This is an optimization exercise on Yosys and OpenROAD, whose aim is small area, a short achievable clock period and few clock cycles, not a production implementation.
The RTL was checked by simulation tests, not by an equivalence proof against the original design.
No activity file was given, so power comes from the tool's default toggle rates.

==> run a <==
Design hqd_bsx, start of the top module:
module hqd_bsx (
    input  wire        clk,
    input  wire        rst,
    input  wire        reg_we,
    input  wire [3:0]  reg_addr,
    input  wire [15:0] reg_wdata,
    output reg  [15:0] reg_rdata,
    input  wire        g_we,
    input  wire [7:0]  g_row,
    input  wire [7:0]  g_col,
    input  wire        g_d,
    output wire        s_valid,
    output wire [1:0]  s_sym,
    input  wire        s_ready
);
==> flow/config.mk <==
export PLATFORM = sky130hd
export DESIGN_NAME = hqd_bsx
export DESIGN_NICKNAME = hqd_bsx
export VERILOG_FILES = /design/flow/design.v
export SDC_FILE = /design/flow/constraint.sdc
export NUM_CORES = 4
export LEC_CHECK = 0
export CAP_MARGIN = 20
export CORE_MARGIN = 2
export CORE_UTILIZATION = 60
export SLEW_MARGIN = 20
==> flow/constraint.sdc <==
create_clock -name core_clock -period 25.0 [get_ports {clk}]
set_input_delay 5.0000 -clock core_clock [delete_from_list [all_inputs] [get_ports {clk}]]
set_output_delay 5.0000 -clock core_clock [all_outputs]
set_load 0.01 [all_outputs]
standard.sh (not shown) runs the stock make flow with config.mk's settings and CLKGATE_MAP_FILE= SYNTH_SCRIPT=/design/flow/synth_recipe.tcl, a recipe that flattens the netlist after the stock synthesis.
==> flow/flow/run.sh <==
#!/bin/bash
# The standard layout (standard.sh, unchanged synthesis and steps) with two make settings:
# timing repair aims for 14 ns of setup slack instead of 0, and clock-tree sinks are clustered
# in groups of up to 20 (diameter up to 100 um) without dummy loads.
# make's full output goes to standard_flow.log in this folder; ORFS's per-step logs stay under orfs/logs.
set -euo pipefail
bash standard.sh \
  SETUP_SLACK_MARGIN=14 \
  "CTS_ARGS=-sink_clustering_enable -repair_clock_nets -dont_use_dummy_load -sink_clustering_size 20 -sink_clustering_max_diameter 100" \
  finish > standard_flow.log 2>&1
==> inputs of run b, as changes to run a <==
--- a/flow/design.v
+++ b/flow/design.v
@@ -34,10 +34,12 @@
     localparam [63:0] MOD3_2  = 64'h4924924924924924;
     localparam [63:0] DIV3_EV = 64'h71c71c71c71c71c7;
     reg [NMAX*NMAX-1:0] grid;           
     reg        sc_busy;                 
     reg        sc_end;                  
+    reg        sc_last;                 
+    reg        s_bit;                   
     reg [5:0]  sc_row;
     reg [5:0]  sc_col;
     reg        sc_side;                 
     reg        sc_up;
     reg [3:0]  sc_k;                    
@@ -104,15 +106,16 @@
             2'b10:   begin n_m1 = 6'd24; n_m4 = 6'd21; n_m8 = 6'd17; n_m10 = 6'd15; end
             2'b11:   begin n_m1 = 6'd28; n_m4 = 6'd25; n_m8 = 6'd21; n_m10 = 6'd19; end
             default: begin n_m1 = 6'd32; n_m4 = 6'd29; n_m8 = 6'd25; n_m10 = 6'd23; end
         endcase
     end
-    wire [5:0] rd_row = sc_row;
+    wire       gw_ok  = g_we && !busy;
+    wire [5:0] rd_row = gw_ok ? g_row[5:0] : sc_row;
     wire [5:0] rd_col = sc_col;
     wire [NMAX-1:0] rsel;
     wire [NMAX-1:0] csel;
-    wire [NMAX-1:0] colbit;
+    wire [NMAX-1:0] colbit;             
     genvar gi, gj;
     generate
         for (gi = 0; gi < NMAX; gi = gi + 1) begin : g_sel
             assign rsel[gi] = (rd_row == gi);
             assign csel[gi] = (rd_col == gi);
@@ -157,12 +160,11 @@
                    (TAB_IN_9_5[{nsel, pc}] && TAB_IN_9_5[{nsel, pr}]) ||
                    (pr == 6'd6) || (pc == 6'd6) ||
                    (pc_le8 && pr_le8) ||
                    (pc_le8 && TAB_GE_N7[{nsel, pr}]);
     assign s_valid = sc_busy;
-    assign s_sym   = {sc_end, !sc_end & rd_bit};
-    wire   xfer    = sc_busy && s_ready;
+    assign s_sym   = {sc_end, s_bit};
     reg [3:0] err_code;
     always @(*) begin
         case (st_err)
             EC_NONE:   err_code = 4'd0;
             EC_SHAPE:  err_code = 4'd1;
@@ -185,22 +187,20 @@
             R_PRES:    reg_rdata = {12'd0, pres_r[2] ^ pres_r[0], pres_r};
             default:   reg_rdata = 16'd0;
         endcase
     end
     wire [NMAX-1:0] wrow;
-    wire [NMAX-1:0] wcol;
+    wire [NMAX-1:0] wdat;
     generate
         for (gi = 0; gi < NMAX; gi = gi + 1) begin : g_wsel
-            assign wrow[gi] = g_we && !busy && (g_row == gi);
-            assign wcol[gi] = (g_col == gi);
+            assign wrow[gi] = gw_ok && (g_row == gi);
+            assign wdat[gi] = (g_col == gi) ? g_d : colbit[gi];
         end
         for (gi = 0; gi < NMAX; gi = gi + 1) begin : g_wr
-            for (gj = 0; gj < NMAX; gj = gj + 1) begin : g_wc
-                always @(posedge clk)
-                    if (wrow[gi] && wcol[gj])
-                        grid[gi*NMAX + gj] <= g_d;
-            end
+            always @(posedge clk)
+                if (wrow[gi])
+                    grid[gi*NMAX +: NMAX] <= wdat;
         end
     endgenerate
     wire [14:0] raw;
     assign raw[0] = grid[0*NMAX + 8];
     assign raw[1] = grid[1*NMAX + 8];
@@ -250,16 +250,36 @@
     wire       top_nx = (k_nx <= 4'd3) || (k_nx >= 4'd6);
     wire       bot_nx = (k_nx >= 4'd6);
     wire [5:0] col_nx = (sc_k == 4'd6) ? sc_col - 6'd2 : sc_col - 6'd1;
     wire [5:0] row_st = up_nx ? (bot_nx ? n_m8 : n_m1) : (top_nx ? 6'd9 : 6'd0);
     wire       last_pair = (sc_k == 4'd8);
+    wire [2:0] scan_mask = reg_wdata[0] ? f_full[12:10] : mask_r;
+    reg        corner;
+    always @(*) begin
+        case (nsel)
+            2'b01:   corner = grid[20*NMAX + 20];
+            2'b10:   corner = grid[24*NMAX + 24];
+            2'b11:   corner = grid[28*NMAX + 28];
+            default: corner = grid[32*NMAX + 32];
+        endcase
+    end
+    reg        first_inv;
+    always @(*) begin
+        case (scan_mask)
+            3'd0, 3'd1, 3'd7: first_inv = 1'b1;
+            3'd4:             first_inv = 1'b0;
+            default:          first_inv = (nsel == 2'b10);
+        endcase
+    end
     wire       cmd_wr = reg_we && (reg_addr == R_CMD) && !busy;
     wire [7:0] cmd_w  = reg_wdata[7:0];
     always @(posedge clk) begin
         if (rst) begin
             sc_busy   <= 1'b0;
             sc_end    <= 1'b0;
+            sc_last   <= 1'b0;
+            s_bit     <= 1'b0;
             sc_row    <= 6'd0;
             sc_col    <= 6'd0;
             sc_side   <= 1'b0;
             sc_up     <= 1'b0;
             sc_k      <= 4'd0;
@@ -307,14 +327,16 @@
                     if (cmd_w == 8'h01) begin
                         st_done <= 1'b1;
                     end else begin
                         sc_busy <= 1'b1;
                         sc_end  <= 1'b0;
+                        sc_last <= 1'b0;
+                        s_bit   <= corner ^ first_inv;
                         count_r <= 10'd0;
                         sc_row  <= n_m1;
-                        sc_col  <= n_m1;
-                        sc_side <= 1'b0;
+                        sc_col  <= n_m1 - 6'd1;
+                        sc_side <= 1'b1;
                         sc_up   <= 1'b1;
                         sc_k    <= 4'd0;
                     end
                 end
             end
@@ -325,26 +347,32 @@
                 st_done <= 1'b1;
                 sc_row  <= prow_r[5:0];
                 sc_col  <= pcol_r[5:0];
             end else begin
                 count_r <= count_r + 10'd1;
-                if (!sc_side) begin
-                    sc_side <= 1'b1;
-                    sc_col  <= sc_col - 6'd1;
-                end else if (!row_last) begin
-                    sc_row  <= row_nx;
-                    sc_side <= nx_half;
-                    if (!nx_half)
-                        sc_col <= sc_col + 6'd1;
-                end else if (last_pair) begin
-                    sc_end  <= 1'b1;
+                if (sc_last) begin
+                    sc_end <= 1'b1;
+                    s_bit  <= 1'b0;
                 end else begin
-                    sc_k    <= k_nx;
-                    sc_up   <= up_nx;
-                    sc_row  <= row_st;
-                    sc_col  <= col_nx;
-                    sc_side <= 1'b0;
+                    s_bit <= rd_bit;
+                    if (!sc_side) begin
+                        sc_side <= 1'b1;
+                        sc_col  <= sc_col - 6'd1;
+                    end else if (!row_last) begin
+                        sc_row  <= row_nx;
+                        sc_side <= nx_half;
+                        if (!nx_half)
+                            sc_col <= sc_col + 6'd1;
+                    end else if (last_pair) begin
+                        sc_last <= 1'b1;
+                    end else begin
+                        sc_k    <= k_nx;
+                        sc_up   <= up_nx;
+                        sc_row  <= row_st;
+                        sc_col  <= col_nx;
+                        sc_side <= 1'b0;
+                    end
                 end
             end
         end
     end
 endmodule
==> flow/flow/run.sh (replaced) <==
#!/bin/bash
# The standard layout (standard.sh: unchanged synthesis and steps) with two make settings:
# timing repair aims for 14 ns of setup slack instead of 0, and the clock tree uses clkbuf_8
# with sink clusters of up to 12 (diameter up to 60 um) and no dummy loads.
# make's full output goes to standard_flow.log here; ORFS's per-step logs stay under orfs/logs.
set -euo pipefail
bash standard.sh \
  SETUP_SLACK_MARGIN=14 \
  "CTS_ARGS=-sink_clustering_enable -repair_clock_nets -dont_use_dummy_load -sink_clustering_size 12 -sink_clustering_max_diameter 60 -buf_list sky130_fd_sc_hd__clkbuf_8" \
  finish > standard_flow.log 2>&1
==> inputs of run c, as changes to run a <==
--- a/flow/design.v
+++ b/flow/design.v
@@ -34,10 +34,12 @@
     localparam [63:0] MOD3_2  = 64'h4924924924924924;
     localparam [63:0] DIV3_EV = 64'h71c71c71c71c71c7;
     reg [NMAX*NMAX-1:0] grid;           
     reg        sc_busy;                 
     reg        sc_end;                  
+    reg        sc_last;                 
+    reg        s_bit;                   
     reg [5:0]  sc_row;
     reg [5:0]  sc_col;
     reg        sc_side;                 
     reg        sc_up;
     reg [3:0]  sc_k;                    
@@ -104,15 +106,16 @@
             2'b10:   begin n_m1 = 6'd24; n_m4 = 6'd21; n_m8 = 6'd17; n_m10 = 6'd15; end
             2'b11:   begin n_m1 = 6'd28; n_m4 = 6'd25; n_m8 = 6'd21; n_m10 = 6'd19; end
             default: begin n_m1 = 6'd32; n_m4 = 6'd29; n_m8 = 6'd25; n_m10 = 6'd23; end
         endcase
     end
-    wire [5:0] rd_row = sc_row;
+    wire       gw_ok  = g_we && !busy;
+    wire [5:0] rd_row = gw_ok ? g_row[5:0] : sc_row;
     wire [5:0] rd_col = sc_col;
     wire [NMAX-1:0] rsel;
     wire [NMAX-1:0] csel;
-    wire [NMAX-1:0] colbit;
+    wire [NMAX-1:0] colbit;             
     genvar gi, gj;
     generate
         for (gi = 0; gi < NMAX; gi = gi + 1) begin : g_sel
             assign rsel[gi] = (rd_row == gi);
             assign csel[gi] = (rd_col == gi);
@@ -157,12 +160,11 @@
                    (TAB_IN_9_5[{nsel, pc}] && TAB_IN_9_5[{nsel, pr}]) ||
                    (pr == 6'd6) || (pc == 6'd6) ||
                    (pc_le8 && pr_le8) ||
                    (pc_le8 && TAB_GE_N7[{nsel, pr}]);
     assign s_valid = sc_busy;
-    assign s_sym   = {sc_end, !sc_end & rd_bit};
-    wire   xfer    = sc_busy && s_ready;
+    assign s_sym   = {sc_end, s_bit};
     reg [3:0] err_code;
     always @(*) begin
         case (st_err)
             EC_NONE:   err_code = 4'd0;
             EC_SHAPE:  err_code = 4'd1;
@@ -185,22 +187,20 @@
             R_PRES:    reg_rdata = {12'd0, pres_r[2] ^ pres_r[0], pres_r};
             default:   reg_rdata = 16'd0;
         endcase
     end
     wire [NMAX-1:0] wrow;
-    wire [NMAX-1:0] wcol;
+    wire [NMAX-1:0] wdat;
     generate
         for (gi = 0; gi < NMAX; gi = gi + 1) begin : g_wsel
-            assign wrow[gi] = g_we && !busy && (g_row == gi);
-            assign wcol[gi] = (g_col == gi);
+            assign wrow[gi] = gw_ok && (g_row == gi);
+            assign wdat[gi] = (g_col == gi) ? g_d : colbit[gi];
         end
         for (gi = 0; gi < NMAX; gi = gi + 1) begin : g_wr
-            for (gj = 0; gj < NMAX; gj = gj + 1) begin : g_wc
-                always @(posedge clk)
-                    if (wrow[gi] && wcol[gj])
-                        grid[gi*NMAX + gj] <= g_d;
-            end
+            always @(posedge clk)
+                if (wrow[gi])
+                    grid[gi*NMAX +: NMAX] <= wdat;
         end
     endgenerate
     wire [14:0] raw;
     assign raw[0] = grid[0*NMAX + 8];
     assign raw[1] = grid[1*NMAX + 8];
@@ -250,16 +250,36 @@
     wire       top_nx = (k_nx <= 4'd3) || (k_nx >= 4'd6);
     wire       bot_nx = (k_nx >= 4'd6);
     wire [5:0] col_nx = (sc_k == 4'd6) ? sc_col - 6'd2 : sc_col - 6'd1;
     wire [5:0] row_st = up_nx ? (bot_nx ? n_m8 : n_m1) : (top_nx ? 6'd9 : 6'd0);
     wire       last_pair = (sc_k == 4'd8);
+    wire [2:0] scan_mask = reg_wdata[0] ? f_full[12:10] : mask_r;
+    reg        corner;
+    always @(*) begin
+        case (nsel)
+            2'b01:   corner = grid[20*NMAX + 20];
+            2'b10:   corner = grid[24*NMAX + 24];
+            2'b11:   corner = grid[28*NMAX + 28];
+            default: corner = grid[32*NMAX + 32];
+        endcase
+    end
+    reg        first_inv;
+    always @(*) begin
+        case (scan_mask)
+            3'd0, 3'd1, 3'd7: first_inv = 1'b1;
+            3'd4:             first_inv = 1'b0;
+            default:          first_inv = (nsel == 2'b10);
+        endcase
+    end
     wire       cmd_wr = reg_we && (reg_addr == R_CMD) && !busy;
     wire [7:0] cmd_w  = reg_wdata[7:0];
     always @(posedge clk) begin
         if (rst) begin
             sc_busy   <= 1'b0;
             sc_end    <= 1'b0;
+            sc_last   <= 1'b0;
+            s_bit     <= 1'b0;
             sc_row    <= 6'd0;
             sc_col    <= 6'd0;
             sc_side   <= 1'b0;
             sc_up     <= 1'b0;
             sc_k      <= 4'd0;
@@ -307,14 +327,16 @@
                     if (cmd_w == 8'h01) begin
                         st_done <= 1'b1;
                     end else begin
                         sc_busy <= 1'b1;
                         sc_end  <= 1'b0;
+                        sc_last <= 1'b0;
+                        s_bit   <= corner ^ first_inv;
                         count_r <= 10'd0;
                         sc_row  <= n_m1;
-                        sc_col  <= n_m1;
-                        sc_side <= 1'b0;
+                        sc_col  <= n_m1 - 6'd1;
+                        sc_side <= 1'b1;
                         sc_up   <= 1'b1;
                         sc_k    <= 4'd0;
                     end
                 end
             end
@@ -325,26 +347,32 @@
                 st_done <= 1'b1;
                 sc_row  <= prow_r[5:0];
                 sc_col  <= pcol_r[5:0];
             end else begin
                 count_r <= count_r + 10'd1;
-                if (!sc_side) begin
-                    sc_side <= 1'b1;
-                    sc_col  <= sc_col - 6'd1;
-                end else if (!row_last) begin
-                    sc_row  <= row_nx;
-                    sc_side <= nx_half;
-                    if (!nx_half)
-                        sc_col <= sc_col + 6'd1;
-                end else if (last_pair) begin
-                    sc_end  <= 1'b1;
+                if (sc_last) begin
+                    sc_end <= 1'b1;
+                    s_bit  <= 1'b0;
                 end else begin
-                    sc_k    <= k_nx;
-                    sc_up   <= up_nx;
-                    sc_row  <= row_st;
-                    sc_col  <= col_nx;
-                    sc_side <= 1'b0;
+                    s_bit <= rd_bit;
+                    if (!sc_side) begin
+                        sc_side <= 1'b1;
+                        sc_col  <= sc_col - 6'd1;
+                    end else if (!row_last) begin
+                        sc_row  <= row_nx;
+                        sc_side <= nx_half;
+                        if (!nx_half)
+                            sc_col <= sc_col + 6'd1;
+                    end else if (last_pair) begin
+                        sc_last <= 1'b1;
+                    end else begin
+                        sc_k    <= k_nx;
+                        sc_up   <= up_nx;
+                        sc_row  <= row_st;
+                        sc_col  <= col_nx;
+                        sc_side <= 1'b0;
+                    end
                 end
             end
         end
     end
 endmodule
==> flow/flow/run.sh (replaced) <==
#!/bin/bash
# The standard layout (standard.sh: unchanged synthesis and steps) with these make settings:
# - timing repair aims for 14 ns of setup slack instead of 0;
# - the floorplan step removes the synthesis buffers (REMOVE_ABC_BUFFERS) instead of
#   repairing timing with them, and repair_design rebuffers as needed;
# - the clock tree uses clkbuf_8, sink clusters of up to 16 (diameter up to 60 um), no dummy loads;
# - every input and output port still gets a buffer, a buf_2.
# make's full output goes to standard_flow.log here; ORFS's per-step logs stay under orfs/logs.
set -euo pipefail
bash standard.sh \
  SETUP_SLACK_MARGIN=14 \
  REMOVE_ABC_BUFFERS=1 \
  "CTS_ARGS=-sink_clustering_enable -repair_clock_nets -dont_use_dummy_load -sink_clustering_size 16 -sink_clustering_max_diameter 60 -buf_list sky130_fd_sc_hd__clkbuf_8" \
  "BUFFER_PORTS_ARGS=-buffer_cell sky130_fd_sc_hd__buf_2" \
  finish > standard_flow.log 2>&1
==> summary.txt <==
quantity	run b	run c	run a
Signal buffers share of area	0.0341	0.0317	0.0333
Cell area power density	66.1 mW/mm2	64.8 mW/mm2	59.8 mW/mm2
Global routing usage on met1	0.603	0.601	0.566
Area after DPL	0.0510 mm2	0.0508 mm2	0.0535 mm2
Leakage component of the power	16.6 nW	16.4 nW	17.0 nW
Commonest non-fill, non-tap cell in the layout	sky130_fd_sc_hd__edfxtp_1	sky130_fd_sc_hd__edfxtp_1	sky130_fd_sc_hd__nor2_1
Number of signal-net inverters in the final layout	32	32	34
Result of the run	finished clean	finished clean	finished clean
Number of flip-flops and latches	1,170	1,170	1,168
Number of buffers inserted during clock tree synthesis	113	89	68
Worst slew pin tran	1.17 ns	1.31 ns	1.16 ns
Multi-input comb cells	2,005	2,005	2,908
Detailed-route wire length	186,000 um	184,000 um	192,000 um
Clock tree cell share of total cell area	0.0293	0.0233	0.0304
Hold Path Origin	fmtraw_r[11]	fmtraw_r[13]	fmtraw_r[13]
Fraction of area in registers	0.646	0.653	0.612
Combined flip-flop and latch cell area	0.0343 mm2	0.0343 mm2	0.0343 mm2
Multi-input combinational cell area	0.0139 mm2	0.0139 mm2	0.0166 mm2
Length in cells of the worst reg-to-reg path	14	15	11
Startpoint-to-endpoint class of the critical path	in2out	in2out	reg2out
Biggest cell delay along the critical path	0.34 ns	0.27 ns	0.76 ns
Testbench counts of run a, summed over its fixed seeds: cycles 32,224.
Testbench counts of run b, summed over its fixed seeds: cycles 32,224.
Testbench counts of run c, summed over its fixed seeds: cycles 32,224.

## re-timing with driven ports
How much do the figures lean on ideal ports? The routed layouts below were timed once more, with nothing changed but the port constraints.
Step 1 assumes that a clkbuf_16 drives the clock port and a buf_2 every other input.
Step 2 times the ports against the registers' clock, not the clock port: input delays grow and output delays shrink by t, the midpoint of the rising clock arrivals with the driver on.
Slacks: no drivers / after step 1 / after step 2; pairs: no drivers / after step 1.
run	t, ns	setup WS [ns]	hold slack, ns	slew at the worst register clock pin (ns)	worst slew at a driven data input, ns
run a	0.714	13.746 / 13.672 / 13.678	0.454 / 0.454 / 0.454	0.09 / 0.09	0.11
run b	0.827	13.736 / 13.664 / 13.664	0.461 / 0.461 / 0.461	0.09 / 0.09	0.15
run c	0.793	13.787 / 13.679 / 13.679	0.473 / 0.473 / 0.473	0.11 / 0.11	0.15
After both steps every run listed still meets setup and hold. The setup slack of run c, which loses most, moves by -0.108 ns with the drivers and by -0.108 ns with both steps.
